From an optimization exercise on the open Yosys and OpenROAD flow, aimed at small area, a short achievable clock period and few clock cycles; shortcuts taken in it are not production practice.
Where RTL was checked, it was by simulation tests only, not by an equivalence proof against the original.
Function not checked in runs 4 and 5: the RTL went through the layout flow alone.
In every run shown here, the design's own scripts or RTL, not TritonCTS, make the clock network.
No driver is modelled on the clock port, so clock power and skew are understated where the tree is cut down; a real chip needs a root buffer or a tree.
Power and IR drop assume default switching activity.

==> design.v <==
module frame_decoder (
    input  wire       clk,
    input  wire       rst,
    input  wire       rx_valid,
    input  wire [7:0] rx_data,
    output wire       rx_ready,
    output reg        fr_valid,
    output reg        fr_sof,
    output reg        fr_eof,
    output reg  [7:0] fr_data,
    output reg        err_valid,
    output reg  [1:0] err_code,
    output wire [7:0] err_info
);
    localparam BUF_CAP = 128;           
    localparam N       = BUF_CAP + 2;   
    localparam VD      = 6;             
    reg  [8*N-1:0] ring;
    wire [7:0]     rdat = ring[8*N-1 -: 8];    
    function [7:0] lf_fwd;
        input [7:0] s;
        lf_fwd = {s[6:0], s[7] ^ s[5] ^ s[4] ^ s[3]};
    endfunction
    function [7:0] lf_back;
        input [7:0] s;
        lf_back = {s[0] ^ s[6] ^ s[5] ^ s[4], s[7:1]};
    endfunction
    function [7:0] lf_steps;    
        input [7:0] s;
        input integer k;
        integer i;
        begin
            lf_steps = s;
            for (i = 0; i < k; i = i + 1) lf_steps = lf_fwd(lf_steps);
            for (i = 0; i < -k; i = i + 1) lf_steps = lf_back(lf_steps);
        end
    endfunction
    localparam [7:0] LZ    = 8'h01;                  
    localparam [7:0] LONE  = lf_steps(LZ, 1);        
    localparam [7:0] LNM1  = lf_steps(LZ, N - 1);    
    localparam [7:0] LWAIT = lf_steps(LZ, -(N - 1));  
    localparam [7:0] LONE_BACK = lf_steps(LZ, -1);     
    reg  [7:0] d;       
    reg        d0;      
    reg  [7:0] e;       
    reg        e0;      
    reg  [7:0] cnt;     
    reg        full;    
    reg        empty;   
    reg  [VD-1:0] vq;   
    reg  [VD-1:0] vo;   
    wire          vempty = ~vo[0];
    wire          vfull  = vo[VD-1];
    reg         w_size, w_sizehi, w_cmd, w_pay, w_chk;
    reg  [7:0]  acc;        
    reg  [14:0] rem;        
    reg         rem1;       
    reg         nost;       
    reg         rdy;        
    reg         r_size, r_sizehi, r_cmd, r_pay, r_chk;
    reg  [7:0]  rrem;
    reg         reof;       
    reg         rhz;        
    reg         rout;       
    assign rx_ready = rdy;
    assign err_info = acc;
    wire rd     = e0 & ~empty & ~(r_cmd & vempty);
    wire wr_ok  = d0 & (~full | rd);
    wire take   = rx_valid & rdy;
    wire nskip  = (w_pay | w_chk) & nost;
    wire wr     = w_size ? wr_ok : (take & ~nskip);
    wire [7:0] wdata = (take & ~(w_cmd & nost)) ? rx_data : 8'h00;
    wire [7:0] acc_in   = w_size ? 8'h00 : acc;
    wire [7:0] acc_next = acc_in ^ rx_data;
    wire [7:0] acc_tk   = acc_in ^ (rx_data & {8{take}});
    wire       acc_nz   = |acc_next;
    wire       dat_z    = ~|rx_data;
    wire vpush = take & w_chk & ~nost;
    wire vpop  = rd & r_cmd;
    always @(posedge clk)
        ring <= {ring[8*N-9:0], wr ? wdata : rdat};
    wire d_is1   = (d == LONE_BACK);
    wire cnt_isN1 = (cnt == LNM1);
    wire cnt_is1 = (cnt == LONE);
    wire vcnt_isF1 = vo[VD-2];    
    wire vcnt_is1 = ~vo[1];       
    wire [7:0] d_n     = d0 ? LWAIT : lf_fwd(d);
    wire       d0_n    = d0 ? wr : d_is1;
    wire [7:0] e_n     = e0 ? LWAIT : lf_fwd(e);
    wire       e0_n    = e0 ? rd : (e == LONE_BACK);
    wire       up      = wr & ~rd;
    wire       dn      = rd & ~wr;
    wire [7:0] cnt_n   = up ? lf_fwd(cnt) : dn ? lf_back(cnt) : cnt;
    wire       full_n  = up ? cnt_isN1 : dn ? 1'b0 : full;
    wire       empty_n = dn ? cnt_is1 : up ? 1'b0 : empty;
    wire       vup      = vpush & ~vpop;
    wire       vdn      = vpop & ~vpush;
    wire [VD-1:0] vo_n   = vup ? {vo[VD-2:0], 1'b1} : vdn ? {1'b0, vo[VD-1:1]} : vo;
    wire len0   = ~nost & dat_z;                   
    wire lenbig = nost | (rx_data > BUF_CAP + 1);  
    reg  w_size_n, w_sizehi_n, w_cmd_n, w_pay_n, w_chk_n, nost_n, rem1_n;
    reg  [14:0] rem_n;
    always @* begin
        w_size_n = w_size; w_sizehi_n = w_sizehi; w_cmd_n = w_cmd;
        w_pay_n = w_pay; w_chk_n = w_chk; nost_n = nost;
        rem_n = rem; rem1_n = rem1;
        if (take) begin
            if (w_size) begin
                rem_n  = {8'd0, rx_data[6:0]};
                rem1_n = (rx_data[6:0] == 7'd1);
                nost_n = rx_data[7] & (rx_data[6:0] != 7'd0);
                if (!dat_z) begin
                    w_size_n   = 1'b0;
                    w_cmd_n    = ~rx_data[7];
                    w_sizehi_n = rx_data[7];
                end
            end
            if (w_sizehi) begin
                rem_n      = {rem[6:0], rx_data};
                rem1_n     = ~nost & (rx_data == 8'd1);
                nost_n     = lenbig;
                w_sizehi_n = 1'b0;
                w_size_n   = len0;
                w_cmd_n    = ~len0;
            end
            if (w_cmd | w_pay) begin
                rem_n   = rem - 15'd1;
                rem1_n  = (rem == 15'd2);
                w_cmd_n = 1'b0;
                w_pay_n = ~rem1;
                w_chk_n = rem1;
            end
            if (w_chk) begin
                w_chk_n  = 1'b0;
                w_size_n = 1'b1;
                nost_n   = 1'b0;
            end
        end
    end
    wire rlen_ok = rhz & (rdat != 8'h00) & (rdat <= BUF_CAP + 1);
    reg  r_size_n, r_sizehi_n, r_cmd_n, r_pay_n, r_chk_n;
    always @* begin
        r_size_n = r_size; r_sizehi_n = r_sizehi; r_cmd_n = r_cmd;
        r_pay_n = r_pay; r_chk_n = r_chk;
        if (rd) begin
            if (r_size && rdat != 8'h00) begin
                r_size_n   = 1'b0;
                r_cmd_n    = ~rdat[7];
                r_sizehi_n = rdat[7];
            end
            if (r_sizehi) begin
                r_sizehi_n = 1'b0;
                r_cmd_n    = rlen_ok;
                r_size_n   = ~rlen_ok;
            end
            if (r_cmd | r_pay) begin
                r_cmd_n = 1'b0;
                r_pay_n = ~reof;
                r_chk_n = reof;
            end
            if (r_chk) begin
                r_chk_n  = 1'b0;
                r_size_n = 1'b1;
            end
        end
    end
    function rdy_f;
        input tk;
        reg wr_t, d0_t, up_t, dn_t, full_t, empty_t, vpush_t, vup_t, vdn_t;
        reg vfull_t, vempty_t, rd_t, wrok_t, paychk_t, szm_t;
        begin
            wr_t     = w_size ? wr_ok : (tk & ~nskip);
            d0_t     = d0 ? wr_t : d_is1;
            up_t     = wr_t & ~rd;
            dn_t     = rd & ~wr_t;
            full_t   = up_t ? cnt_isN1 : dn_t ? 1'b0 : full;
            empty_t  = dn_t ? cnt_is1 : up_t ? 1'b0 : empty;
            vpush_t  = tk & w_chk & ~nost;
            vup_t    = vpush_t & ~vpop;
            vdn_t    = vpop & ~vpush_t;
            vfull_t  = vup_t ? vcnt_isF1 : vdn_t ? 1'b0 : vfull;
            vempty_t = vdn_t ? vcnt_is1 : vup_t ? 1'b0 : vempty;
            rd_t     = e0_n & ~empty_t & ~(r_cmd_n & vempty_t);
            wrok_t   = d0_t & (~full_t | rd_t);
            paychk_t = tk ? (w_cmd | w_pay) : (w_pay | w_chk);
            szm_t    = w_size | (tk & (w_sizehi | w_chk));
            rdy_f    = (nost & paychk_t) | (wrok_t & ~(vfull_t & szm_t));
        end
    endfunction
    wire rdy_n   = take ? rdy_f(1'b1) : rdy_f(1'b0);
    always @(posedge clk) begin
        if (rst) begin
            d <= LZ;  d0 <= 1'b1;
            e <= LZ;  e0 <= 1'b1;
            cnt <= LZ; full <= 1'b0; empty <= 1'b1;
            vo <= {VD{1'b0}};
            w_size <= 1'b1; w_sizehi <= 1'b0; w_cmd <= 1'b0; w_pay <= 1'b0; w_chk <= 1'b0;
            nost <= 1'b0;
            r_size <= 1'b1; r_sizehi <= 1'b0; r_cmd <= 1'b0; r_pay <= 1'b0; r_chk <= 1'b0;
            rdy <= 1'b1;
            fr_valid <= 1'b0;
            err_valid <= 1'b0;
        end else begin
            d <= d_n;  d0 <= d0_n;
            e <= e_n;  e0 <= e0_n;
            cnt <= cnt_n; full <= full_n; empty <= empty_n;
            vo <= vo_n;
            w_size <= w_size_n; w_sizehi <= w_sizehi_n; w_cmd <= w_cmd_n;
            w_pay <= w_pay_n; w_chk <= w_chk_n;
            nost <= nost_n;
            r_size <= r_size_n; r_sizehi <= r_sizehi_n; r_cmd <= r_cmd_n;
            r_pay <= r_pay_n; r_chk <= r_chk_n;
            rdy <= rdy_n;
            fr_valid  <= rd & ((r_cmd & vq[0]) | (r_pay & rout));
            err_valid <= take & ((w_sizehi & len0) | (w_chk & (acc_nz | nost)));
        end
    end
    always @(posedge clk) begin
        rem  <= rem_n;
        rem1 <= rem1_n;
        acc <= {acc_tk[7] & ~(take & w_sizehi & len0), acc_tk[6:0]};
        err_code <= w_chk ? (acc_nz ? 2'd1 : 2'd3) : 2'd2;
        fr_sof   <= r_cmd;
        fr_eof   <= reof;
        fr_data  <= rdat;
    end
    wire [VD-1:0] vo_up = {1'b0, vo[VD-1:1]};    
    wire [VD-1:0] vo_dn = {vo[VD-2:0], 1'b1};    
    always @(posedge clk) begin : vfifo
        integer i;
        for (i = 0; i < VD; i = i + 1) begin
            if (vpop) begin
                if (vpush && vo[i] && !vo_up[i])
                    vq[i] <= ~acc_nz;
                else if (i < VD - 1)
                    vq[i] <= vq[i+1];
            end else if (vpush && !vo[i] && vo_dn[i])
                vq[i] <= ~acc_nz;
        end
    end
    always @(posedge clk) begin
        if (rd) begin
            if (r_size) begin
                rrem <= {1'b0, rdat[6:0]};
                reof <= (rdat[6:0] == 7'd1);
                rhz  <= (rdat[6:0] == 7'd0);
            end
            if (r_sizehi) begin
                rrem <= rdat;
                reof <= (rdat == 8'd1);
            end
            if (r_cmd | r_pay) begin
                rrem <= rrem - 8'd1;
                reof <= (rrem == 8'd2);
            end
            if (r_cmd)
                rout <= vq[0];
        end
    end
endmodule
==> flow/run.sh <==
#!/bin/bash
# The standard layout, except for the clock tree: flow/pre_cts.tcl builds
# a two-level tree of inverters (clock port -> 4 root inverters -> 48 leaf
# inverters -> flip-flops) before the CTS step, in place of TritonCTS's three
# levels of buffers.
# The rest of the CTS step (legalisation, timing repair) runs as usual.
# Port buffers are buf_2 instead of the default delay-cell buffers.
set -euo pipefail
here=$(pwd)
export PRE_CTS_TCL="$here/flow/pre_cts.tcl"
export BUFFER_PORTS_ARGS="-buffer_cell sky130_fd_sc_hd__buf_2"
bash standard.sh > "$here/standard.log" 2>&1
==> flow/pre_cts.tcl <==
# Runs in ORFS's CTS step, before clock_tree_synthesis. Builds a balanced
# two-level clock tree of inverters by hand (two inversions, so every
# flip-flop sees the clock's own polarity) and turns the clock_tree_synthesis call of the
# step into a no-op, so the step's legalisation and repair act on this tree.
# The flip-flop clock pins are split into equal clusters by recursive
# bisection of their locations; one leaf inverter per cluster sits at its
# centroid, and the leaves are split the same way among the root inverters,
# which the clock port drives directly.
set mt_nleaf 48
set mt_nroot 4
set mt_root_master sky130_fd_sc_hd__clkinv_16
set mt_leaf_master sky130_fd_sc_hd__clkinv_8

proc mt_split {pts k} {
  if {$k <= 1} { return [list $pts] }
  set xs [lmap p $pts {lindex $p 0}]
  set ys [lmap p $pts {lindex $p 1}]
  set dx [expr {[tcl::mathfunc::max {*}$xs] - [tcl::mathfunc::min {*}$xs]}]
  set dy [expr {[tcl::mathfunc::max {*}$ys] - [tcl::mathfunc::min {*}$ys]}]
  set idx [expr {$dx >= $dy ? 0 : 1}]
  set s [lsort -real -index $idx $pts]
  set k1 [expr {$k / 2}]
  set k2 [expr {$k - $k1}]
  set n1 [expr {int(round(double([llength $s]) * $k1 / $k))}]
  return [concat [mt_split [lrange $s 0 [expr {$n1 - 1}]] $k1] \
                 [mt_split [lrange $s $n1 end] $k2]]
}

proc mt_centroid {pts} {
  set sx 0.0
  set sy 0.0
  foreach p $pts {
    set sx [expr {$sx + [lindex $p 0]}]
    set sy [expr {$sy + [lindex $p 1]}]
  }
  set n [llength $pts]
  return [list [expr {int($sx / $n)}] [expr {int($sy / $n)}]]
}

proc mt_inverter {block m name xy net_in net_out} {
  set inst [odb::dbInst_create $block $m $name]
  $inst setLocation [lindex $xy 0] [lindex $xy 1]
  $inst setPlacementStatus PLACED
  [$inst findITerm A] connect $net_in
  [$inst findITerm Y] connect $net_out
  [$inst findITerm VPWR] connect [$block findNet VDD]
  [$inst findITerm VGND] connect [$block findNet VSS]
  return $inst
}

proc mt_build {clkname nleaf nroot rmaster lmaster} {
  set db [ord::get_db]
  set block [ord::get_db_block]
  set rm [$db findMaster $rmaster]
  set lm [$db findMaster $lmaster]
  set clk [$block findNet $clkname]
  set pts {}
  foreach it [$clk getITerms] {
    set bb [[$it getInst] getBBox]
    lappend pts [list [expr {([$bb xMin] + [$bb xMax]) / 2}] \
                      [expr {([$bb yMin] + [$bb yMax]) / 2}] $it]
  }
  puts "pre_cts: [llength $pts] clock sinks, $nleaf leaf inverters, $nroot root inverters"
  set leaves {}
  set i 0
  foreach c [mt_split $pts $nleaf] {
    set net [odb::dbNet_create $block "clknet_leaf_$i"]
    $net setSigType CLOCK
    foreach p $c {
      set it [lindex $p 2]
      $it disconnect
      $it connect $net
    }
    set xy [mt_centroid $c]
    lappend leaves [list [lindex $xy 0] [lindex $xy 1] $net $i]
    incr i
  }
  set j 0
  foreach g [mt_split $leaves $nroot] {
    set rnet [odb::dbNet_create $block "clknet_root_$j"]
    $rnet setSigType CLOCK
    foreach p $g {
      mt_inverter $block $lm "clkinv_leaf_[lindex $p 3]" [lrange $p 0 1] $rnet [lindex $p 2]
    }
    mt_inverter $block $rm "clkinv_root_$j" [mt_centroid $g] $clk $rnet
    incr j
  }
}

mt_build clk $mt_nleaf $mt_nroot $mt_root_master $mt_leaf_master

rename clock_tree_synthesis tritoncts_clock_tree_synthesis
proc clock_tree_synthesis {args} {
  puts "pre_cts: clock tree already built; clock_tree_synthesis $args skipped"
  set_propagated_clock [all_clocks]
}

# The step next clones each clock-tree inverter for every flip-flop it
# drives, which would undo the tree; the tree needs none of that.
rename repair_clock_inverters orfs_repair_clock_inverters
proc repair_clock_inverters {args} {
  puts "pre_cts: repair_clock_inverters skipped"
}
==> standard.sh <==
#!/bin/bash
# synth_recipe.tcl (not shown) runs the flow's synth.tcl, then flattens the netlist and writes it again
# the make line also repeats each setting of config.mk as NAME=value (left out here)
make -C /OpenROAD-flow-scripts/flow DESIGN_CONFIG=/design/flow/config.mk WORK_HOME=/design/flow/orfs CLKGATE_MAP_FILE= SYNTH_SCRIPT=/design/flow/synth_recipe.tcl "${@:-finish}"
==> config.mk <==
export PLATFORM = sky130hd
export DESIGN_NAME = frame_decoder
export DESIGN_NICKNAME = frame_decoder
export VERILOG_FILES = /design/flow/design.v
export SDC_FILE = /design/flow/constraint.sdc
export NUM_CORES = 4
export LEC_CHECK = 0
export ABC_AREA = 1
export CAP_MARGIN = 20
export CORE_MARGIN = 2
export CORE_UTILIZATION = 60
export SETUP_SLACK_MARGIN = 4.1
export SLEW_MARGIN = 20
export TNS_END_PERCENT = 5
==> constraint.sdc <==
create_clock -name core_clock -period 6.0 [get_ports {clk}]
set_input_delay 1.2000 -clock core_clock [delete_from_list [all_inputs] [get_ports {clk}]]
set_output_delay 1.2000 -clock core_clock [all_outputs]
set_load 0.01 [all_outputs]
==> results of run 1 <==
-- kinds of logic (layout without fill, tap and decap cells) --
| group | count (synthesis) | after routing | synth area share (%) |
|---|---|---|---|
| AOI/OAI and AO/OA | 136 | 136 | 3.02 |
| xor gates and xnor gates | 28 | 28 | 0.946 |
| adders and majority gates | 7 | 7 | 0.338 |
| buffers and inverters | 120 | 208 | 1.88 |
| DFF | 1141 | 1141 | 89.4 |
| other | 0 | 2 | 0 |
| and+or+nand+nor | 264 | 265 | 4.43 |
-- power groups by stage --
stage	clock network, µW	registers [µW]	logic, µW
finish	2680	8520	458
global route	3070	8600	514
CTS	2800	8540	440
detailed placement	0	8690	402
global placement	0	8680	393
floorplan	0	8610	321
-- what timing repair did --
item	in CTS	in global routing
resized for setup	43	28
hold buffers	0	0
gates cloned	1	0
setup endpoints to repair	103	90
setup buffers	14	7
pin swaps	11	8
-- stage by stage --
stage          util [%]  hold WS (ns)  cell area (µm²)  setup slack, ns
6_report           65.5         0.319            28100             3.96
5_1_grt            65.5         0.328            28100             3.93
4_1_cts            65.1         0.319            27900             3.97
3_5_place_dp       62.4         0.312            26800             3.17
3_3_place_gp       62.4         0.310            26800             3.20
2_1_floorplan         -         0.310            26000             3.66
-- layout make-up --
class                      instances  share of cell area, %
sequential                      1141                   82.6
multi-input combinational        436                   8.79
inverter                         153                   4.59
tap                              585                   2.61
timing repair buffer              55                   1.38
antenna                            2                 0.0178
-- per-layer routing --
metal  track usage, %  vias to the layer above  part of all wire (%)  wire (µm)
met1             21.1                     5071                    54      16200
met4             3.45                        0                   2.6        791
li1                 -                     5492                     -          -
met2             19.0                      187                    39      11600
met3             1.78                       61                   4.5       1360
met5                0                        -                     0          0
-- layout by cell type (no fill, tap or decap), types with 4 or more instances in the layout --
cell,synthesis,routed
dfxtp_1,1108,1095
nand2_1,109,107
inv_1,96,88
nor2_1,89,82
o21ai_0,65,58
clkinv_8,0,48
edfxtp_1,33,33
a21oi_1,37,31
nand3_1,32,30
buf_2,0,28
buf_4,1,20
xor2_1,17,15
xnor2_1,11,11
dfxtp_2,0,11
nand4_1,10,10
inv_2,4,9
nor3_1,10,7
o21ai_1,0,7
a21oi_2,0,5
a211oi_1,5,5
ha_1,7,5
buf_6,3,5
a31oi_1,5,4
nor2_2,0,4
clkinv_16,0,4
-- worst max-delay path: cells and delay by family --
family,cells,cell delay [ns]
XOR/XNOR,1,0.19
AND/OR/NAND/NOR,2,0.35
AO/OA/AOI/OAI,1,0.20
buffers and inverters,2,0.26
-- sequential cells by signal, indices dropped and copies added (netlist names), 2 cells and up --
register	count
ring	1040
rem	15
acc	8
cnt	8
d	8
e	8
fr_data	8
rrem	8
vo	6
vq	6
err_code	2
-- synthesized netlist by cell type, types with 3 or more instances --
| cell | number |
|---|---|
| buf_6 | 3 |
| inv_2 | 4 |
| nor3_1 | 10 |
| o211ai_1 | 3 |
| edfxtp_1 | 33 |
| xor2_1 | 17 |
| nor2_1 | 89 |
| o22ai_1 | 3 |
| nand3_1 | 32 |
| xnor2_1 | 11 |
| ha_1 | 7 |
| clkbuf_1 | 12 |
| dfxtp_1 | 1108 |
| nand4_1 | 10 |
| o21ai_0 | 65 |
| inv_1 | 96 |
| a211oi_1 | 5 |
| a31oi_1 | 5 |
| nand2_1 | 109 |
| o32ai_1 | 3 |
| a21oi_1 | 37 |
-- worst paths after layout --
path | endpoint | slack, ns | cells past startpoint
min | ring[496] | 0.32 | 0
max | vq[2] | 3.96 | 6
max reg2reg | rem[14] | 4.08 | 6
min reg2reg | ring[496] | 0.32 | 0
==> results.toml, run 1 <==
[final_layout]
fill_cells = 3069
area_growth_pct = 8.29
multi_input_area_mm2 = 0.00247
final_cells = 2372
nNetsFinal = 1805
layout-drive-gt1-share_pct = 9.69
register_area_mm2 = 0.0232

[clocking]
path_clk_slew_ns = 0.10
clk_latency_ns = 0.33

[die]
die_h_um = 212
dieArea_mm2 = 0.0449
start_util_pct = 60.5
fp-row-count = 76
die_x_um = 212
num_io_pins = 34
fp.coreArea_mm2 = 0.0429

[global_routing]
antenna_found_initial = 0
grt_max_degree = 34
track_usage_pct = 13.2
grt_overflow = 0
grt_first_pass_wirelength_um = 49400
grt_pass1_vias = 10143

[critical_path]
cp_slowest_cell = "nand4_4"
critPathKind = "primary input to flop"
worstReg2RegStart = "rem[5]"
crit_arrival_ns = 2.20
critPathMaxFanout = 7
worst_setup_path_end_kind = "flop"
startpoint_type = "primary input"
required_ns = 6.17
worstSetupStartpoint = "rx_data[3]"
crit_chain = "buf_2 > inv_1 > xor2_2 > nor2_2 > nand4_4 > a21oi_1"
slowest_delay_ns = 0.20

[power]
peakVddDrop_mv = 0.321
clkPwrFrac_pct = 23.0
p_sw_uw = 2810
power_uw = 11700
power.density_mw_per_mm2 = 415
pwr-share-seq_pct = 73.1
leakage_uw = 0.0113
combPwrFrac_pct = 3.9
internal_power_uw = 8850
swShare_pct = 24.1

[place]
hpwl_um = 17200
io_buffers = 33
gp_congestion = 0.809
dp.cells = 2296

[synth]
ys.flop_type = "dfxtp_1"
syn_nets = 1714
synthesis.area_mm2 = 0.0259
seq_area_frac_synth_pct = 89.4
synth_top_area_share_pct = 85.6
ys_seq_elements = 1141
yosys.area.top_type = "dfxtp_1"
synthCells = 1696
synth_area_leaders = "dfxtp_1 86%, edfxtp_1 3.8%, nand2_1 1.6%, inv_1 1.4%, nor2_1 1.3%"
syn_avg_cell_area_um2 = 15.3
synth-edff-count = 33
ys_types = 48
async_flop_share_pct = 0
yosys_warnings = 1

[sta]
setup_viol = 0
finalCritPeriodShare_pct = 34.0
final.min_clock_period_ns = 2.04
drv_slew = 0
tns_ns = 0
slew_headroom_pct = 54.9
tightest_slew_ns = 0.676
rsz0062_at_grt = "true"
finalHoldViolCount = 0
skew_ns = 0.0382
fmax_mhz = 491

[routing]
drt_first_pass_iters = 6
drtAntennaViolNets = 0
drt_wl_total_um = 29900
routed_via_density = 4.56
vias = 10811
drc_errors = 0
wl_per_cell_um = 12.6
first_iter_violations = 535

[job]
cap_viol_max_count = 0

[hold_path]
hold_class = "flop to flop"
min_from = "ring[488]"

[outcome]
status = "timing/DRC/antenna clean"
Testbench counts, summed over its fixed seeds: cycles 25,007.
==> run 2, diff against run 1 <==
--- a/flow/run.sh
+++ b/flow/run.sh
@@ -1,5 +1,5 @@
 #!/bin/bash
 # The standard layout, except for the clock tree: flow/pre_cts.tcl builds
-# a two-level tree of inverters (clock port -> 4 root inverters -> 48 leaf
+# a two-level tree of inverters (clock port -> 4 root inverters -> 38 leaf
 # inverters -> flip-flops) before the CTS step, in place of TritonCTS's three
 # levels of buffers.
--- a/flow/pre_cts.tcl
+++ b/flow/pre_cts.tcl
@@ -7,5 +7,5 @@
 # centroid, and the leaves are split the same way among the root inverters,
 # which the clock port drives directly.
-set mt_nleaf 48
+set mt_nleaf 38
 set mt_nroot 4
 set mt_root_master sky130_fd_sc_hd__clkinv_16
==> run 2 against run 1 <==
  * Cell count down 0.38%
  * Global-route usage hardly changed
  * Hold slack worse by 0.017 ns
  * Sequential power hardly changed
  * Highest routed layer unchanged
==> results.toml, run 2 <==
[synth]
synth_area_leaders = "dfxtp_1 86%, edfxtp_1 3.8%, nand2_1 1.6%, inv_1 1.4%, nor2_1 1.3%"
synthMuxAreaShare_pct = 0
ys.flop_type = "dfxtp_1"
synthCells = 1696
synth-edff-count = 33
async_flop_share_pct = 0
synthXorXnorAreaFrac_pct = 0.946
synth_compound_area_share_pct = 3.02
yosysMostFrequentCell = "dfxtp_1"
yosys.area.top_type = "dfxtp_1"
synthesis.area_mm2 = 0.0259
synth_simple_gate_area_share_pct = 4.43
synth_fa_ha_area_share_pct = 0.338
synth_top_family_by_area = "simple AND/OR/NAND/NOR gates"
synth_top_area_share_pct = 85.6
netlist_top_cells_count = "1108 x dfxtp_1, 109 x nand2_1, 96 x inv_1"
ys_types = 48
seq_area_frac_synth_pct = 89.4
ys_seq_elements = 1141
syn_nets = 1714
yosys_warnings = 1
syn_avg_cell_area_um2 = 15.3

[critical_path]
slowest_delay_ns = 0.20
crit_chain = "buf_2 > inv_1 > xor2_2 > nor2_2 > nand4_4 > buf_4 > inv_1"
crit_top_cell = "inv_1"
cp_slowest_cell = "nand4_4"
startpoint_type = "primary input"
worst_setup_path_end_kind = "flop"
required_ns = 6.18
cp_top_family = "buffers and inverters"
crit_arrival_ns = 2.23
critPathMaxFanout = 7
crit_cells = 7
critPathKind = "primary input to flop"
reg2reg_depth = 6
cp_num_buf_inv = 4

[sta]
tightest_slew_ns = 0.697
setup_viol = 0
tns_ns = 0
rsz0062_at_grt = "true"
hold_slack_ns = 0.303
fmax_mhz = 488
slew_headroom_pct = 53.5
finalHoldViolCount = 0
final.min_clock_period_ns = 2.05
drv_slew = 0
finalCritPeriodShare_pct = 34.2
skew_ns = 0.0327

[hold_path]
hold_class = "flop to flop"
min_path_cells = 0

[global_routing]
grt_first_pass_wirelength_um = 49300
grt_overflow = 0
grt_pass1_vias = 10044
antenna_found_initial = 0
track_usage_pct = 13.2
grt_max_degree = 34

[final_layout]
layout-drive-gt1-share_pct = 9.67
largest_register_ffs = 1040
final_common_cell = "dfxtp_1"
n_antenna_cell = 0
biggestRegsByFlops = "ring: 1040 flops, rem: 15 flops"
area_growth_pct = 7.83
post-route-util_pct = 65.2
regMostFlops = "ring"
mostFrequentLayoutCells = "1090 x dfxtp_1, 106 x nand2_1, 85 x inv_1, 81 x nor2_1, 63 x o21ai_0"
nNetsFinal = 1798

[clocking]
path_clk_slew_ns = 0.11
clk_latency_ns = 0.29

[routing]
drc_errors = 0
first_iter_violations = 566
wl_per_cell_um = 12.6
drt_first_pass_iters = 5
routed_via_density = 4.54
drt_wl_total_um = 29800
vias = 10723
drtAntennaViolNets = 0

[die]
die_h_um = 212
start_util_pct = 60.5
num_io_pins = 34
dieArea_mm2 = 0.0449
die_x_um = 212
fp-row-count = 76
fp.coreArea_mm2 = 0.0429

[outcome]
status = "timing/DRC/antenna clean"

[power]
peakVddDrop_mv = 0.290
leakage_uw = 0.0113
power.density_mw_per_mm2 = 411
power_uw = 11500

[job]
cap_viol_max_count = 0

[place]
gp_congestion = 0.809
hpwl_um = 17200
io_buffers = 33
run 2: cell counts after synthesis:
No cell type changed its count.
run 2: power breakdown:
group	total, µW	internal, µW	switching [µW]
combinational	475	185	291
clock	2510	310	2200
sequential	8520	8320	204
total	11500	8810	2690
run 2: kinds of logic after synthesis:
| logic type | count (synthesis) |
|---|---|
| flops | 1141 |
| simple gates | 264 |
| fa+ha+maj | 7 |
| buf+inv | 120 |
| xor+xnor | 28 |
| compound gates | 136 |
run 2: final cells by class:
class                      instances  area, µm²
fill                            3117      14900
inverter                         143       1130
multi-input combinational        436       2460
sequential                      1141      23200
tap                              585        732
timing repair buffer              58        434
run 2: final timing paths:
| check | endpoint | startpoint | slack [ns] |
|---|---|---|---|
| worst max-delay path | vq[5] | rx_data[3] | 3.95 |
| worst min-delay path | ring[155] | ring[147] | 0.30 |
| worst max register to register | rem[14] | rem[5] | 4.08 |
| worst min register to register | ring[155] | ring[147] | 0.30 |
run 2: layer usage:
layer / GRT usage, % / share of wire, % / vias to the layer above
met5: 0 / 0 / -
li1: - / - / 5464
met1: 21.1 / 55 / 5030
met3: 1.79 / 3.9 / 59
met4: 3.40 / 2.5 / 0
met2: 18.9 / 39 / 170
run 2: stage by stage:
step	worst slack (ns)	instance area, µm²	std cells
3_5_place_dp	3.17	26800	2296
4_1_cts	3.99	27800	2353
2_1_floorplan	3.66	26000	1696
5_1_grt	3.90	28000	2363
3_3_place_gp	3.20	26800	2296
6_report	3.95	28000	2363
run 2: what timing repair did:
action / 4_1_cts / 5_1_grt
resized for setup: 47 / 32
setup buffers: 14 / 9
cloned: 1 / 0
setup endpoints to repair: 102 / 89
hold buffers: 0 / 0
pin swaps: 14 / 3
==> run 3, diff against run 2 <==
--- a/flow/run.sh
+++ b/flow/run.sh
@@ -1,5 +1,5 @@
 #!/bin/bash
 # The standard layout, except for the clock tree: flow/pre_cts.tcl builds
-# a two-level tree of inverters (clock port -> 4 root inverters -> 38 leaf
+# a two-level tree of inverters (clock port -> 4 root inverters -> 42 leaf
 # inverters -> flip-flops) before the CTS step, in place of TritonCTS's three
 # levels of buffers.
--- a/flow/pre_cts.tcl
+++ b/flow/pre_cts.tcl
@@ -7,5 +7,5 @@
 # centroid, and the leaves are split the same way among the root inverters,
 # which the clock port drives directly.
-set mt_nleaf 38
+set mt_nleaf 42
 set mt_nroot 4
 set mt_root_master sky130_fd_sc_hd__clkinv_16
==> run 3 against run 2 <==
  * Register-to-register slack about the same
  * Hold slack better by 0.0011 ns
  * Cell count rose by 0.25%
  * Final area grew 0.36%
  * Global-route usage increased by 0.14 points
  * Flip-flop and latch count did not move
  * Maximum frequency is 1.9% higher
  * Area after synthesis unchanged
  * Synthesized cell count unchanged
  * Wire length increased by 0.67%
  * Sequential share of layout area decreased by 0.32 points
  * Critical path type unchanged
  * Critical endpoint is now cnt[7]
  * Largest cell class unchanged
==> results.toml, run 3 <==
[sta]
finalHoldViolCount = 0
rsz0062_at_grt = "true"
tns_ns = 0
finalCritPeriodShare_pct = 33.5
skew_ns = 0.0347
final.min_clock_period_ns = 2.01
tightest_slew_ns = 0.667
setup_viol = 0
fmax_mhz = 497
drv_slew = 0
slew_headroom_pct = 55.5

[global_routing]
grt_pass1_vias = 10198
antenna_found_initial = 0
grt_overflow = 0
grt_first_pass_wirelength_um = 49800
track_usage_pct = 13.3
grt_max_degree = 34

[power]
pwr-share-seq_pct = 73.6
internal_power_uw = 8830
peakVddDrop_mv = 0.302
leakage_uw = 0.0113
p_sw_uw = 2740
clkPwrFrac_pct = 22.3
power.density_mw_per_mm2 = 412
power_uw = 11600
swShare_pct = 23.7
combPwrFrac_pct = 4.1

[die]
num_io_pins = 34
start_util_pct = 60.5
die_h_um = 212
dieArea_mm2 = 0.0449
die_x_um = 212
fp.coreArea_mm2 = 0.0429
fp-row-count = 76

[critical_path]
startpoint_type = "primary input"
worst_setup_path_end_kind = "flop"
cp_top_family = "compound AO/OA/AOI/OAI gates"
required_ns = 6.22
cp_slowest_cell = "a21oi_4"
crit_arrival_ns = 2.23
slowest_delay_ns = 0.18
critPathKind = "primary input to flop"
cp_num_buf_inv = 2
crit_chain = "buf_12 > nand2_8 > a21oi_4 > ha_4 > a21oi_2 > o21ai_1 > xor2_1 > nand2_1 > o211ai_1 > inv_1"
critPathMaxFanout = 6

[synth]
synth-edff-count = 33
synth_area_leaders = "dfxtp_1 86%, edfxtp_1 3.8%, nand2_1 1.6%, inv_1 1.4%, nor2_1 1.3%"
syn_nets = 1714
syn_avg_cell_area_um2 = 15.3
ys_seq_elements = 1141
netlist_top_cells_count = "1108 x dfxtp_1, 109 x nand2_1, 96 x inv_1"
synthCells = 1696
seq_area_frac_synth_pct = 89.4
async_flop_share_pct = 0
synth_top_area_share_pct = 85.6
yosys_warnings = 1
yosys.area.top_type = "dfxtp_1"
ys.flop_type = "dfxtp_1"
yosysMostFrequentCell = "dfxtp_1"
ys_types = 48
synthesis.area_mm2 = 0.0259

[place]
hpwl_um = 17200
gp_congestion = 0.809
dp.cells = 2296
io_buffers = 33

[final_layout]
fill_cells = 3079
regMostFlops = "ring"
multi_input_area_mm2 = 0.00246
largest_register_ffs = 1040
final_cells = 2369
register_area_mm2 = 0.0232
area_growth_pct = 8.22
layout-drive-gt1-share_pct = 9.81
nNetsFinal = 1804
n_antenna_cell = 0
biggestRegsByFlops = "ring: 1040 flops, rem: 15 flops"
mostFrequentLayoutCells = "1092 x dfxtp_1, 107 x nand2_1, 86 x inv_1, 84 x nor2_1, 58 x o21ai_0"
final_common_cell = "dfxtp_1"

[routing]
drt_wl_total_um = 30000
drtAntennaViolNets = 0
routed_via_density = 4.57
vias = 10821
drc_errors = 0
first_iter_violations = 570
drt_first_pass_iters = 5
wl_per_cell_um = 12.7

[clocking]
clk_latency_ns = 0.30
path_clk_slew_ns = 0.11
hold_buffers = 0

[hold_path]
hold_class = "flop to flop"

[outcome]
status = "timing/DRC/antenna clean"

[job]
cap_viol_max_count = 0
==> run 3: changes by cell type in the layout (fill, tap and decap cells not counted), sizes merged <==
cell	before	now
buf	57	59
clkinv	43	47
==> run 3: power by group through the flow <==
stage          Sequential, µW  Combinational (µW)  Clock (µW)
3_3_place_gp             8680                 393           0
3_5_place_dp             8690                 402           0
2_1_floorplan            8610                 321           0
6_report                 8520                 472        2580
4_1_cts                  8540                 447        2700
5_1_grt                  8600                 529        2980
==> run 3: final timing paths <==
check	endpoint	depth (start not counted)	startpoint	slack, ns
max	cnt[7]	10	rx_valid	3.99
min	ring[153]	0	ring[145]	0.30
min reg2reg	ring[153]	0	ring[145]	0.30
max reg2reg	cnt[7]	15	vo[0]	4.09
==> run 3: cell type report <==
class,instances,area share (%)
inverter,147,4.26
multi-input combinational,436,8.79
sequential,1141,82.7
tap,585,2.61
timing repair buffer,60,1.66
==> run 3: cell families after synthesis <==
family / count (synthesis) / synth area share, %
buf+inv: 120 / 1.88
fa+ha+maj: 7 / 0.338
simple gates: 264 / 4.43
flops: 1141 / 89.4
compound gates: 136 / 3.02
xor+xnor: 28 / 0.946
==> run 3: timing repair <==
action,4_1_cts,5_1_grt
setup endpoints to repair,103,91
cloned,1,0
pin swaps,11,10
resized for setup,44,49
setup buffers,15,11
==> run 3: metal layers <==
metal	track usage [%]	share of wire (%)
met5	0	0
met4	3.72	2.9
met3	1.78	4.4
met2	19.3	39
met1	21.1	54
==> run 3: through the flow <==
stage	setup slack, ns	hold WS, ns	utilization (%)	cell area (µm²)
2_1_floorplan	3.66	0.310	-	26000
3_3_place_gp	3.20	0.310	62.4	26800
3_5_place_dp	3.17	0.312	62.4	26800
4_1_cts	3.97	0.310	64.9	27900
5_1_grt	3.90	0.318	65.4	28100
6_report	3.99	0.304	65.4	28100
==> run 4, diff against run 3 <==
--- a/design.v
+++ b/design.v
@@ -55,10 +55,8 @@
     reg  [7:0]  acc;        
     reg  [14:0] rem;        
-    reg         rem1;       
     reg         nost;       
     reg         rdy;        
     reg         r_size, r_sizehi, r_cmd, r_pay, r_chk;
     reg  [7:0]  rrem;
-    reg         reof;       
     reg         rhz;        
     reg         rout;       
@@ -68,4 +66,6 @@
     wire wr_ok  = d0 & (~full | rd);
     wire take   = rx_valid & rdy;
+    wire rem1   = (rem == 15'd1);
+    wire reof   = (rrem == 8'd1);
     wire nskip  = (w_pay | w_chk) & nost;
     wire wr     = w_size ? wr_ok : (take & ~nskip);
@@ -99,14 +99,13 @@
     wire len0   = ~nost & dat_z;                   
     wire lenbig = nost | (rx_data > BUF_CAP + 1);  
-    reg  w_size_n, w_sizehi_n, w_cmd_n, w_pay_n, w_chk_n, nost_n, rem1_n;
+    reg  w_size_n, w_sizehi_n, w_cmd_n, w_pay_n, w_chk_n, nost_n;
     reg  [14:0] rem_n;
     always @* begin
         w_size_n = w_size; w_sizehi_n = w_sizehi; w_cmd_n = w_cmd;
         w_pay_n = w_pay; w_chk_n = w_chk; nost_n = nost;
-        rem_n = rem; rem1_n = rem1;
+        rem_n = rem;
         if (take) begin
             if (w_size) begin
-                rem_n  = {8'd0, rx_data[6:0]};
-                rem1_n = (rx_data[6:0] == 7'd1);
+                rem_n  = {7'd0, rx_data};    
                 nost_n = rx_data[7] & (rx_data[6:0] != 7'd0);
                 if (!dat_z) begin
@@ -118,5 +117,4 @@
             if (w_sizehi) begin
                 rem_n      = {rem[6:0], rx_data};
-                rem1_n     = ~nost & (rx_data == 8'd1);
                 nost_n     = lenbig;
                 w_sizehi_n = 1'b0;
@@ -126,5 +124,4 @@
             if (w_cmd | w_pay) begin
                 rem_n   = rem - 15'd1;
-                rem1_n  = (rem == 15'd2);
                 w_cmd_n = 1'b0;
                 w_pay_n = ~rem1;
@@ -218,5 +215,4 @@
     always @(posedge clk) begin
         rem  <= rem_n;
-        rem1 <= rem1_n;
         acc <= {acc_tk[7] & ~(take & w_sizehi & len0), acc_tk[6:0]};
         err_code <= w_chk ? (acc_nz ? 2'd1 : 2'd3) : 2'd2;
@@ -241,17 +237,10 @@
     always @(posedge clk) begin
         if (rd) begin
-            if (r_size) begin
-                rrem <= {1'b0, rdat[6:0]};
-                reof <= (rdat[6:0] == 7'd1);
+            if (r_size | r_sizehi)
+                rrem <= rdat;
+            if (r_size)
                 rhz  <= (rdat[6:0] == 7'd0);
-            end
-            if (r_sizehi) begin
-                rrem <= rdat;
-                reof <= (rdat == 8'd1);
-            end
-            if (r_cmd | r_pay) begin
+            if (r_cmd | r_pay)
                 rrem <= rrem - 8'd1;
-                reof <= (rrem == 8'd2);
-            end
             if (r_cmd)
                 rout <= vq[0];
==> run 4 against run 3 <==
  * First-iteration DRC count decreased by 6.0%
  * Via count decreased by 2.2%
  * Hold slack worse by 0.0020 ns
  * Cell count down 2.2%
  * Flip-flop and latch count shrank 2
  * Critical path depth grew 2
  * Final area is 0.98% lower
  * Clock skew grew 0.011 ns
  * Wire length down 0.61%
  * Critical path type unchanged
  * Critical endpoint unchanged
==> results.toml, run 4 <==
[global_routing]
grt_first_pass_wirelength_um = 49300
grt_max_degree = 33
antenna_found_initial = 1
grt_pass1_vias = 10108
grt_overflow = 0
track_usage_pct = 13.3

[critical_path]
required_ns = 6.21
critPathKind = "primary input to flop"
reg2reg_depth = 17
startpoint_type = "primary input"
worstSetupStartpoint = "rx_valid"
worstReg2RegStart = "vo[0]"
critPathMaxFanout = 6
worst_setup_path_end_kind = "flop"
crit_arrival_ns = 2.35

[final_layout]
regMostFlops = "ring"
layout-drive-gt1-share_pct = 8.83
biggestRegsByFlops = "ring: 1040 flops, rem: 15 flops"
fill_cells = 3120
multi_input_area_mm2 = 0.00236
mostFrequentLayoutCells = "1101 x dfxtp_1, 111 x nand2_1, 84 x inv_1, 74 x nor2_1, 49 x o21ai_0"
nNetsFinal = 1798
n_antenna_cell = 0
area_growth_pct = 7.74
largest_register_ffs = 1040
final_common_cell = "dfxtp_1"
register_area_mm2 = 0.0231

[synth]
ys.flop_type = "dfxtp_1"
yosysMostFrequentCell = "dfxtp_1"
synth_top_area_share_pct = 86.0
syn_avg_cell_area_um2 = 15.3
yosys_warnings = 1
netlist_top_cells_count = "1108 x dfxtp_1, 114 x nand2_1, 87 x inv_1"
synth-edff-count = 31
syn_nets = 1708
ys_types = 42
ys_seq_elements = 1139
yosys.area.top_type = "dfxtp_1"
synthCells = 1690
async_flop_share_pct = 0
synth_area_leaders = "dfxtp_1 86%, edfxtp_1 3.6%, nand2_1 1.7%, inv_1 1.3%, nor2_1 1.1%"
synthesis.area_mm2 = 0.0258
seq_area_frac_synth_pct = 89.6

[place]
place_ws_ns = 3.24
io_buffers = 33
hpwl_um = 17300
gp_congestion = 0.823

[routing]
wl_met1_um = 16300
drtAntennaViolNets = 0
drt_wl_total_um = 29900
drt_first_pass_iters = 5
routed_via_density = 4.57
wl_per_cell_um = 12.9
dr_wl_met3_um = 1200
first_iter_violations = 536
top_layer = "met4"
drc_errors = 0
wl_met2_um = 11600
vias = 10587

[outcome]
status = "timing/DRC/antenna clean"

[die]
fp-row-count = 75
start_util_pct = 61.1
num_io_pins = 34
fp.coreArea_mm2 = 0.0422
die_h_um = 211
die_x_um = 211
dieArea_mm2 = 0.0447

[sta]
finalCritPeriodShare_pct = 35.6
final.min_clock_period_ns = 2.14
layout_setup_ws_ns = 3.86
tns_ns = 0
tightest_slew_ns = 1.08
rsz0062_at_grt = "true"
finalHoldViolCount = 0
skew_ns = 0.0459
setup_viol = 0
fmax_mhz = 468
hold_slack_ns = 0.302
slew_headroom_pct = 27.1
drv_slew = 0

[power]
peakVddDrop_mv = 0.306
power.density_mw_per_mm2 = 415
leakage_uw = 0.0112

[clocking]
clk_latency_ns = 0.31
path_clk_slew_ns = 0.11
hold_buffers = 0

[hold_path]
min_path_cells = 0
min_from = "ring[935]"
hold_class = "flop to flop"

[job]
cap_viol_max_count = 0
run 4: worst paths after layout:
| check | to | slack [ns] |
|---|---|---|
| min | ring[943] | 0.30 |
| min reg2reg | ring[943] | 0.30 |
| max reg2reg | cnt[7] | 3.97 |
| max | cnt[7] | 3.86 |
run 4: cell type report:
cell class / instances / area share, %
flip-flops and latches: 1139 / 83.3
multi-input cells: 434 / 8.51
inverters: 146 / 4.32
well taps: 539 / 2.43
repair buffers: 59 / 1.49
run 4: timing repair:
item                       CTS  global route
cloned                       1             0
setup endpoints to repair   95            97
hold endpoints to repair     0             0
resized for setup           30            22
pin swaps                    8             4
setup buffers               15            10
run 4: cell families after synthesis:
| kind of cell | synth area share [%] |
|---|---|
| AOI/OAI and AO/OA | 2.91 |
| xor gates and xnor gates | 0.917 |
| adders and majority gates | 0.340 |
| buffers and inverters | 1.83 |
| DFF | 89.6 |
| and+or+nand+nor | 4.37 |
run 4: per-stage QoR:
step | power (µW) | cells | util, % | area [µm²]
4_1_cts | 11600 | 2307 | 65.4 | 27600
3_3_place_gp | 9030 | 2245 | 63.0 | 26600
3_5_place_dp | 9040 | 2245 | 63.0 | 26600
5_1_grt | 12000 | 2317 | 65.8 | 27800
6_report | 11500 | 2317 | 65.8 | 27800
2_1_floorplan | 8890 | 1690 | - | 25900
run 4: per-layer routing:
metal	up-vias	GRT usage, %
met4	0	2.99
met2	158	19.2
met3	56	1.91
li1	5442	-
met1	4931	21.2
met5	-	0
run 4: worst max-delay path: stages:
cell	delay [ns]
buf_12	0.11
nand2_8	0.08
inv_8	0.03
o21ai_4	0.16
inv_6	0.05
ha_4	0.19
a21oi_2	0.11
o21ai_1	0.09
xor2_1	0.14
nand2_1	0.07
o211ai_1	0.07
inv_1	0.05
run 4: power by group:
group | switching (µW) | internal [µW]
clock network | 2240 | 331
registers | 197 | 8280
logic | 284 | 188
==> run 5, diff against run 4 <==
--- a/config.mk
+++ b/config.mk
@@ -10,5 +10,5 @@
 export CORE_MARGIN = 2
 export CORE_UTILIZATION = 60
-export SETUP_SLACK_MARGIN = 4.1
+export SETUP_SLACK_MARGIN = 4.2
 export SLEW_MARGIN = 20
 export TNS_END_PERCENT = 5
==> run 5 against run 4 <==
  * Still clean on timing, DRC and antenna
  * Clock skew is 0.00074 ns higher
  * First-iteration DRC count shrank 2.4%
  * Flip-flop and latch count unchanged
  * Combinational power decreased by 2%
  * Critical path depth decreased by 1
  * Sequential share of layout area about the same
  * Register-to-register slack got worse by 0.02 ns
  * Synthesized cell count unchanged
  * Clock power is essentially flat
  * Sequential power hardly changed
  * Utilization about the same
==> results.toml, run 5 <==
[outcome]
status = "timing/DRC/antenna clean"

[die]
start_util_pct = 61.1
fp-row-count = 75
dieArea_mm2 = 0.0447
fp.coreArea_mm2 = 0.0422
die_x_um = 211
die_h_um = 211
num_io_pins = 34

[global_routing]
track_usage_pct = 13.3
antenna_found_initial = 1
grt_first_pass_wirelength_um = 49300
grt_pass1_vias = 10117
grt_overflow = 0
grt_max_degree = 33

[place]
io_buffers = 33
dpl_cell_area_mm2 = 0.0266
gp_congestion = 0.823
place_ws_ns = 3.24
hpwl_um = 17300

[synth]
ys.flop_type = "dfxtp_1"
synth-edff-count = 31
syn_avg_cell_area_um2 = 15.3
yosys_warnings = 1
yosys.area.top_type = "dfxtp_1"
synthesis.area_mm2 = 0.0258
ys_seq_elements = 1139
syn_nets = 1708
yosysMostFrequentCell = "dfxtp_1"
seq_area_frac_synth_pct = 89.6
ys_types = 42
synth_area_leaders = "dfxtp_1 86%, edfxtp_1 3.6%, nand2_1 1.7%, inv_1 1.3%, nor2_1 1.1%"
synth_top_area_share_pct = 86.0
synthCells = 1690
async_flop_share_pct = 0
netlist_top_cells_count = "1108 x dfxtp_1, 114 x nand2_1, 87 x inv_1"

[critical_path]
critPathKind = "primary input to flop"
required_ns = 6.21
worst_setup_path_end_kind = "flop"
crit_arrival_ns = 2.37
cp_num_buf_inv = 5
startpoint_type = "primary input"
slowest_delay_ns = 0.20
critPathMaxFanout = 6
crit_chain = "buf_12 > nand2_8 > inv_8 > o21ai_4 > inv_6 > ha_4 > buf_4 > nand2_1 > o21ai_0 > o21ai_1 > inv_1"
cp_slowest_cell = "o21ai_1"
cp_top_family = "compound AO/OA/AOI/OAI gates"

[final_layout]
area_growth_pct = 7.75
biggestRegsByFlops = "ring: 1040 flops, rem: 15 flops"
n_antenna_cell = 0
final_common_cell = "dfxtp_1"
regMostFlops = "ring"
layout-drive-gt1-share_pct = 8.88
nNetsFinal = 1799
largest_register_ffs = 1040
mostFrequentLayoutCells = "1100 x dfxtp_1, 112 x nand2_1, 84 x inv_1, 74 x nor2_1, 52 x o21ai_0"
finalInstanceArea_mm2 = 0.0278

[power]
power.density_mw_per_mm2 = 415
pwr-share-seq_pct = 73.6
clkPwrFrac_pct = 22.4
internal_power_uw = 8800
p_sw_uw = 2720
swShare_pct = 23.6
peakVddDrop_mv = 0.306
combPwrFrac_pct = 4.0
leakage_uw = 0.0112

[sta]
slew_headroom_pct = 26.1
skew_ns = 0.0466
setup_viol = 0
fmax_mhz = 462
drv_slew = 0
rsz0062_at_grt = "true"
final.min_clock_period_ns = 2.16
finalCritPeriodShare_pct = 36.0
tns_ns = 0
tightest_slew_ns = 1.10
finalHoldViolCount = 0
layout_setup_ws_ns = 3.84

[clocking]
hold_buffers = 0
clk_latency_ns = 0.31
path_clk_slew_ns = 0.11

[hold_path]
hold_class = "flop to flop"

[routing]
routed_via_density = 4.58
drc_errors = 0
drt_first_pass_iters = 4
first_iter_violations = 523
wl_per_cell_um = 12.9
vias = 10610
drt_wl_total_um = 29900
drtAntennaViolNets = 0

[job]
cap_viol_max_count = 0
## run 5: cell counts after synthesis
Identical to the previous run, type by type.
## run 5: area by class of cell
class	count	area, µm²
Timing Repair Buffer	60	414
Inverter	146	1200
Tap cell	539	674
Sequential cell	1139	23100
Multi-Input combinational cell	434	2370
Fill cell	3118	14400
## run 5: power groups by stage
stage / Combinational, µW / Sequential (µW) / Clock, µW
finish: 463 / 8480 / 2580
CTS: 444 / 8490 / 2680
detailed placement: 392 / 8650 / 0
floorplan: 313 / 8570 / 0
global route: 522 / 8560 / 2960
global placement: 385 / 8640 / 0
## run 5: metal layers
| metal | share of wire, % | vias up | wire length, µm | track usage (%) |
|---|---|---|---|---|
| met4 | 2.5 | 0 | 734 | 3.01 |
| li1 | - | 5446 | - | - |
| met1 | 55 | 4946 | 16300 | 21.2 |
| met5 | 0 | - | 0 | 0 |
| met3 | 3.9 | 56 | 1160 | 1.91 |
| met2 | 39 | 162 | 11600 | 19.1 |
## run 5: cell families after synthesis
| family | after synthesis | synth area share (%) |
|---|---|---|
| simple gates | 260 | 4.37 |
| compound gates | 139 | 2.91 |
| fa+ha+maj | 7 | 0.340 |
| xor+xnor | 27 | 0.917 |
| buf+inv | 118 | 1.83 |
| flops | 1139 | 89.6 |
## run 5: worst paths after layout
path	startpoint	to	slack, ns	depth (start not counted)
max	rx_valid	cnt[6]	3.84	11
min	ring[935]	ring[943]	0.30	0
max reg2reg	vo[0]	cnt[6]	3.95	16
min reg2reg	ring[935]	ring[943]	0.30	0
## run 5: repair_timing
| item | CTS | global route |
|---|---|---|
| endpoints found under the setup margin | 105 | 105 |
| pin swaps | 6 | 4 |
| buffers inserted | 15 | 11 |
| gates cloned | 1 | 0 |
| resized for setup | 27 | 21 |
## run 5: metrics by stage
| stage | total power (µW) | hold slack [ns] | std cells | utilization [%] |
|---|---|---|---|---|
| after floorplan | 8890 | 0.310 | 1690 | - |
| after global placement | 9030 | 0.310 | 2245 | 63.0 |
| after detailed placement | 9040 | 0.312 | 2245 | 63.0 |
| after CTS | 11600 | 0.303 | 2307 | 65.4 |
| after global routing | 12000 | 0.307 | 2318 | 65.8 |
| final | 11500 | 0.302 | 2318 | 65.8 |
==> run 6, diff against run 5 <==
--- a/design.v
+++ b/design.v
@@ -55,8 +55,10 @@
     reg  [7:0]  acc;        
     reg  [14:0] rem;        
+    reg         rem1;       
     reg         nost;       
     reg         rdy;        
     reg         r_size, r_sizehi, r_cmd, r_pay, r_chk;
     reg  [7:0]  rrem;
+    reg         reof;       
     reg         rhz;        
     reg         rout;       
@@ -66,6 +68,4 @@
     wire wr_ok  = d0 & (~full | rd);
     wire take   = rx_valid & rdy;
-    wire rem1   = (rem == 15'd1);
-    wire reof   = (rrem == 8'd1);
     wire nskip  = (w_pay | w_chk) & nost;
     wire wr     = w_size ? wr_ok : (take & ~nskip);
@@ -99,13 +99,14 @@
     wire len0   = ~nost & dat_z;                   
     wire lenbig = nost | (rx_data > BUF_CAP + 1);  
-    reg  w_size_n, w_sizehi_n, w_cmd_n, w_pay_n, w_chk_n, nost_n;
+    reg  w_size_n, w_sizehi_n, w_cmd_n, w_pay_n, w_chk_n, nost_n, rem1_n;
     reg  [14:0] rem_n;
     always @* begin
         w_size_n = w_size; w_sizehi_n = w_sizehi; w_cmd_n = w_cmd;
         w_pay_n = w_pay; w_chk_n = w_chk; nost_n = nost;
-        rem_n = rem;
+        rem_n = rem; rem1_n = rem1;
         if (take) begin
             if (w_size) begin
-                rem_n  = {7'd0, rx_data};    
+                rem_n  = {8'd0, rx_data[6:0]};
+                rem1_n = (rx_data[6:0] == 7'd1);
                 nost_n = rx_data[7] & (rx_data[6:0] != 7'd0);
                 if (!dat_z) begin
@@ -117,4 +118,5 @@
             if (w_sizehi) begin
                 rem_n      = {rem[6:0], rx_data};
+                rem1_n     = ~nost & (rx_data == 8'd1);
                 nost_n     = lenbig;
                 w_sizehi_n = 1'b0;
@@ -124,4 +126,5 @@
             if (w_cmd | w_pay) begin
                 rem_n   = rem - 15'd1;
+                rem1_n  = (rem == 15'd2);
                 w_cmd_n = 1'b0;
                 w_pay_n = ~rem1;
@@ -215,4 +218,5 @@
     always @(posedge clk) begin
         rem  <= rem_n;
+        rem1 <= rem1_n;
         acc <= {acc_tk[7] & ~(take & w_sizehi & len0), acc_tk[6:0]};
         err_code <= w_chk ? (acc_nz ? 2'd1 : 2'd3) : 2'd2;
@@ -237,10 +241,17 @@
     always @(posedge clk) begin
         if (rd) begin
-            if (r_size | r_sizehi)
+            if (r_size) begin
+                rrem <= {1'b0, rdat[6:0]};
+                reof <= (rdat[6:0] == 7'd1);
+                rhz  <= (rdat[6:0] == 7'd0);
+            end
+            if (r_sizehi) begin
                 rrem <= rdat;
-            if (r_size)
-                rhz  <= (rdat[6:0] == 7'd0);
-            if (r_cmd | r_pay)
+                reof <= (rdat == 8'd1);
+            end
+            if (r_cmd | r_pay) begin
                 rrem <= rrem - 8'd1;
+                reof <= (rrem == 8'd2);
+            end
             if (r_cmd)
                 rout <= vq[0];
--- a/flow/pre_cts.tcl
+++ b/flow/pre_cts.tcl
@@ -88,4 +88,30 @@
 }
 
+# Each flip-flop that drives an output port's buffer goes next to that
+# buffer (the port side of the layout), before the tree is clustered.
+proc mt_move_out_flops {} {
+  set block [ord::get_db_block]
+  set n 0
+  foreach bt [$block getBTerms] {
+    if {[$bt getIoType] ne "OUTPUT"} { continue }
+    foreach it [[$bt getNet] getITerms] {
+      if {![$it isOutputSignal]} { continue }
+      set buf [$it getInst]
+      set a [$buf findITerm A]
+      if {$a eq "NULL" || [$a getNet] eq "NULL"} { continue }
+      foreach it2 [[$a getNet] getITerms] {
+        if {![$it2 isOutputSignal]} { continue }
+        set ff [$it2 getInst]
+        if {![string match *__df* [[$ff getMaster] getName]]} { continue }
+        set loc [$buf getLocation]
+        $ff setLocation [lindex $loc 0] [lindex $loc 1]
+        incr n
+      }
+    }
+  }
+  puts "pre_cts: moved $n output flip-flops next to their port buffers"
+}
+mt_move_out_flops
+
 mt_build clk $mt_nleaf $mt_nroot $mt_root_master $mt_leaf_master
 
--- a/config.mk
+++ b/config.mk
@@ -10,5 +10,5 @@
 export CORE_MARGIN = 2
 export CORE_UTILIZATION = 60
-export SETUP_SLACK_MARGIN = 4.2
+export SETUP_SLACK_MARGIN = 4.1
 export SLEW_MARGIN = 20
 export TNS_END_PERCENT = 5
==> run 6 against run 5 <==
  * Via count is 2.1% higher
  * Area after synthesis grew 0.54%
  * Still clean on timing, DRC and antenna
  * Largest power group unchanged
  * Flip-flop and latch count up 2
  * Sequential share of layout area fell by 0.42 points
==> results.toml, run 6 <==
[final_layout]
mostFrequentLayoutCells = "1094 x dfxtp_1, 106 x nand2_1, 85 x inv_1, 82 x nor2_1, 60 x o21ai_0"
nNetsFinal = 1803
largest_register_ffs = 1040
layout-drive-gt1-share_pct = 9.93
biggestRegsByFlops = "ring: 1040 flops, rem: 15 flops"
n_antenna_cell = 0
finalInstanceArea_mm2 = 0.0280
final_common_cell = "dfxtp_1"
regMostFlops = "ring"
area_growth_pct = 8.02

[sta]
skew_ns = 0.0275
setup_viol = 0
layout_setup_ws_ns = 3.93
rsz0062_at_grt = "true"
final.min_clock_period_ns = 2.07
drv_slew = 0
tns_ns = 0
tightest_slew_ns = 0.670
fmax_mhz = 484
finalHoldViolCount = 0
hold_slack_ns = 0.311
finalCritPeriodShare_pct = 34.4
slew_headroom_pct = 55.3

[critical_path]
rrSetupSlack_ns = 4.09
critPathKind = "primary input to flop"
reg2reg_depth = 6
startpoint_type = "primary input"
required_ns = 6.17
cp_num_buf_inv = 2
r2r_end = "rem[14]"
critPathMaxFanout = 7
cp_top_family = "simple AND/OR/NAND/NOR gates"
cp_slowest_cell = "nand4_4"
worstReg2RegStart = "rem[5]"
crit_chain = "buf_2 > inv_2 > xor2_2 > nor2_2 > nand4_4 > nand2_2 > a311oi_2"
worst_setup_path_end_kind = "flop"
slowest_delay_ns = 0.21
crit_arrival_ns = 2.23

[hold_path]
whs_endpoint = "ring[152]"
hold_class = "flop to flop"
min_from = "ring[144]"
min_path_cells = 0

[synth]
async_flop_share_pct = 0
yosys.area.top_type = "dfxtp_1"
synthesis.area_mm2 = 0.0259
yosysMostFrequentCell = "dfxtp_1"
syn_nets = 1714
synth_top_area_share_pct = 85.6
ys_seq_elements = 1141
netlist_top_cells_count = "1108 x dfxtp_1, 109 x nand2_1, 96 x inv_1"
synthCells = 1696
seq_area_frac_synth_pct = 89.4
yosys_warnings = 1
syn_avg_cell_area_um2 = 15.3
synth-edff-count = 33
ys_types = 48
synth_area_leaders = "dfxtp_1 86%, edfxtp_1 3.8%, nand2_1 1.6%, inv_1 1.4%, nor2_1 1.3%"
ys.flop_type = "dfxtp_1"

[die]
start_util_pct = 60.5
die_h_um = 212
fp-row-count = 76
num_io_pins = 34
fp.coreArea_mm2 = 0.0429
die_x_um = 212
dieArea_mm2 = 0.0449

[outcome]
status = "timing/DRC/antenna clean"

[power]
leakage_uw = 0.0113
power.density_mw_per_mm2 = 413
power_uw = 11600
peakVddDrop_mv = 0.320

[global_routing]
grt_overflow = 0
grt_first_pass_wirelength_um = 49800
track_usage_pct = 13.4
grt_max_degree = 34
grt_pass1_vias = 10116
antenna_found_initial = 0

[job]
cap_viol_max_count = 0

[routing]
drtAntennaViolNets = 0
wl_per_cell_um = 12.9
drt_wl_total_um = 30500
vias = 10831
routed_via_density = 4.57
drt_first_pass_iters = 5
drc_errors = 0
first_iter_violations = 627

[clocking]
path_clk_slew_ns = 0.10
clk_latency_ns = 0.29

[place]
hpwl_um = 17200
place_ws_ns = 3.17
io_buffers = 33
dpl_cell_area_mm2 = 0.0268
gp_congestion = 0.809
run 6: kinds of logic after synthesis:
group | Yosys count | share of synthesized area (%)
fa+ha+maj | 7 | 0.338
xor+xnor | 28 | 0.946
simple gates | 264 | 4.43
flops | 1141 | 89.4
buf+inv | 120 | 1.88
compound gates | 136 | 3.02
run 6: metal layers:
layer / global-route usage [%] / up-vias / part of all wire, % / wire length, µm
li1: - / 5476 / - / -
met1: 21.6 / 5103 / 54 / 16400
met2: 19.3 / 192 / 39 / 12000
met3: 1.50 / 60 / 4.1 / 1240
met4: 3.42 / 0 / 2.7 / 831
met5: 0 / - / 0 / 0
run 6: worst max path at each step:
stage,from,endpoint,slack [ns],cells past startpoint
2_1_floorplan,rx_valid,cnt[1],3.66,8
3_3_place_gp,rx_valid,cnt[7],3.20,10
3_5_place_dp,rx_valid,cnt[7],3.17,10
4_1_cts,rx_data[2],err_valid,3.97,6
5_1_grt,rx_valid,cnt[7],3.90,10
6_report,rx_data[7],err_valid,3.93,7
run 6: final cells by class:
type	instances	area, µm²
fillers	3072	14900
inverters	147	1190
multi-input cells	436	2470
flip-flops and latches	1141	23200
well taps	585	732
repair buffers	59	414
run 6: timing repair:
item	in CTS	in global routing
hold buffers	0	0
setup buffers	19	6
pin swaps	13	5
resized for setup	62	19
endpoints found under the hold margin	0	0
endpoints found under the setup margin	103	90
gates cloned	1	0
run 6: report_power, final:
group | switching (µW) | internal (µW) | total, µW
Clock | 2250 | 332 | 2580
Combinational | 293 | 175 | 467
Sequential | 203 | 8320 | 8520
Total | 2750 | 8820 | 11600
run 6: per-stage QoR:
stage | utilization (%) | std cells
finish | 65.3 | 2368
global placement | 62.4 | 2296
detailed placement | 62.4 | 2296
CTS | 65.1 | 2362
floorplan | - | 1696
global route | 65.3 | 2368
Testbench counts of run 6, summed over its fixed seeds: cycles 25,007.
==> run 7, diff against run 6 <==
--- a/config.mk
+++ b/config.mk
@@ -10,5 +10,5 @@
 export CORE_MARGIN = 2
 export CORE_UTILIZATION = 60
-export SETUP_SLACK_MARGIN = 4.1
+export SETUP_SLACK_MARGIN = 4.2
 export SLEW_MARGIN = 20
-export TNS_END_PERCENT = 5
+export TNS_END_PERCENT = 20
==> run 7 against run 6 <==
  * Clock skew about the same
  * Synthesized cell count is the same
  * Combinational power is 27% higher
  * Sequential share of layout area shrank 1.6 points
  * Worst setup slack better by 0.011 ns
  * Area after synthesis stayed put
  * First-iteration DRC count is 11% lower
  * Hold slack barely moved
  * Register-to-register slack got worse by 0.04 ns
  * Total power up 1.1%
==> results.toml, run 7 <==
[critical_path]
required_ns = 6.20
worst_setup_path_end_kind = "flop"
critPathMaxFanout = 7
critPathKind = "primary input to flop"
startpoint_type = "primary input"
crit_arrival_ns = 2.26

[global_routing]
grt_max_degree = 34
grt_pass1_vias = 10225
antenna_found_initial = 0
grt_first_pass_wirelength_um = 50500
track_usage_pct = 13.6
grt_overflow = 0

[power]
combPwrFrac_pct = 5.1
swShare_pct = 23.9
power.density_mw_per_mm2 = 410
clkPwrFrac_pct = 22.1
internal_power_uw = 8900
p_sw_uw = 2800
pwr-share-seq_pct = 72.9
leakage_uw = 0.0114
peakVddDrop_mv = 0.320

[sta]
tns_ns = 0
fmax_mhz = 487
setup_viol = 0
drv_slew = 0
finalCritPeriodShare_pct = 34.3
final.min_clock_period_ns = 2.06
finalHoldViolCount = 0
rsz0062_at_grt = "true"
slew_headroom_pct = 55.6
tightest_slew_ns = 0.666
skew_ns = 0.0271

[synth]
seq_area_frac_synth_pct = 89.4
synth_simple_gate_area_share_pct = 4.43
synth_top_family_by_area = "simple AND/OR/NAND/NOR gates"
synthXorXnorAreaFrac_pct = 0.946
syn_avg_cell_area_um2 = 15.3
netlist_top_cells_count = "1108 x dfxtp_1, 109 x nand2_1, 96 x inv_1"
syn_nets = 1714
ys_types = 48
synth_top_area_share_pct = 85.6
synthesis.area_mm2 = 0.0259
synth_area_leaders = "dfxtp_1 86%, edfxtp_1 3.8%, nand2_1 1.6%, inv_1 1.4%, nor2_1 1.3%"
async_flop_share_pct = 0
ys_seq_elements = 1141
synthCells = 1696
synth-edff-count = 33
yosys_warnings = 1
ys.flop_type = "dfxtp_1"
synthMuxAreaShare_pct = 0
synth_compound_area_share_pct = 3.02
yosys.area.top_type = "dfxtp_1"
yosysMostFrequentCell = "dfxtp_1"
synth_fa_ha_area_share_pct = 0.338

[place]
hpwl_um = 17200
dp.cells = 2296
gp_congestion = 0.809
io_buffers = 33

[final_layout]
layout-drive-gt1-share_pct = 13.4
area_growth_pct = 10.2
n_antenna_cell = 0
largest_register_ffs = 1040
nNetsFinal = 1827
biggestRegsByFlops = "ring: 1040 flops, rem: 15 flops"
final_cells = 2392
final_common_cell = "dfxtp_1"
mostFrequentLayoutCells = "1090 x dfxtp_1, 103 x nand2_1, 80 x nor2_1, 78 x inv_1, 43 x o21ai_0"
regMostFlops = "ring"

[hold_path]
hold_class = "flop to flop"

[routing]
drtAntennaViolNets = 0
drc_errors = 0
vias = 10928
drt_wl_total_um = 31100
wl_per_cell_um = 13.0
routed_via_density = 4.57
first_iter_violations = 558
drt_first_pass_iters = 5

[die]
die_h_um = 212
num_io_pins = 34
fp.coreArea_mm2 = 0.0429
dieArea_mm2 = 0.0449
start_util_pct = 60.5
die_x_um = 212
fp-row-count = 76

[job]
cap_viol_max_count = 0

[clocking]
clk_latency_ns = 0.29
hold_buffers = 0
path_clk_slew_ns = 0.11

[outcome]
status = "timing/DRC/antenna clean"
run 7: cell counts after synthesis:
No cell type changed its count.
run 7: power groups by stage:
stage	Sequential [µW]	Combinational [µW]	Clock, µW
2_1_floorplan	8610	321	0
3_3_place_gp	8680	393	0
3_5_place_dp	8690	402	0
4_1_cts	8540	522	2690
5_1_grt	8600	643	2950
6_report	8520	591	2580
run 7: area by class of cell:
class                      count  area [µm²]
fill                        3020       14300
inverter                     147        1220
tap                          585         732
sequential                  1141       23200
multi-input combinational    436        2670
timing repair buffer          83         741
run 7: metrics by stage:
step / power [µW] / worst slack, ns / instance area [µm²] / hold slack, ns / util [%]
after floorplan: 8930 / 3.66 / 26000 / 0.310 / -
after global placement: 9080 / 3.20 / 26800 / 0.310 / 62.4
after detailed placement: 9090 / 3.17 / 26800 / 0.312 / 62.4
after CTS: 11800 / 3.97 / 28200 / 0.315 / 65.7
after global routing: 12200 / 3.93 / 28600 / 0.320 / 66.6
final: 11700 / 3.94 / 28600 / 0.311 / 66.6
run 7: metal layers:
metal	wire length (µm)	global-route usage (%)	vias up
li1	-	-	5517
met1	16400	21.3	5141
met2	12400	19.9	210
met3	1430	2.08	60
met4	802	3.28	0
met5	0	0	-
run 7: worst paths after layout:
path | from | end | slack [ns] | cells past startpoint
max | rx_valid | cnt[0] | 3.94 | 10
min | ring[144] | ring[152] | 0.31 | 0
max reg2reg | nost | cnt[0] | 4.05 | 12
min reg2reg | ring[144] | ring[152] | 0.31 | 0
run 7: logic make-up after synthesis:
kind of cell	Yosys count
compound gates	136
xor+xnor	28
fa+ha+maj	7
buf+inv	120
flops	1141
simple gates	264
run 7: worst max-delay path: stages:
cell,delay [ns]
buf_12,0.11
nand2_8,0.09
a21oi_4,0.07
ha_4,0.17
buf_4,0.14
buf_6,0.11
nand2_2,0.07
o21ai_2,0.06
a21oi_1,0.15
o21ai_1,0.08
run 7: repair_timing:
item                                   in CTS  in global routing
gates cloned                                2                  0
resized for setup                         123                 70
pin swaps                                  36                 29
buffers inserted                           29                 19
endpoints found under the hold margin       0                  0
setup endpoints to repair                 116                 96

## what the ideal ports hide
How much do the figures lean on ideal ports? The routed layouts below were timed once more, with nothing changed but the port constraints.
Step 1: set_driving_cell puts a clkbuf_16 on clk and a buf_2 on each other input, an assumption about the parent block.
Step 2, shift: input delay + t, output delay - t, t = (earliest + latest rising clock arrival at the registers) / 2. This alone moves slack from input paths to output paths.
Three values: no drivers, after step 1, after step 2; two values: the first two.
run | t (ns) | setup slack, ns
run 1 | 0.544 | 3.963 / 3.745 / 3.628
run 2 | 0.514 | 3.950 / 3.768 / 3.620
run 3 | 0.526 | 3.988 / 3.757 / 3.633
run 4 | 0.534 | 3.862 / 3.687 / 3.501
run 5 | 0.533 | 3.837 / 3.697 / 3.478
run 6 | 0.522 | 3.934 / 3.759 / 3.620
run 7 | 0.522 | 3.945 / 3.762 / 3.606
After both steps setup and hold are still met in every run listed.
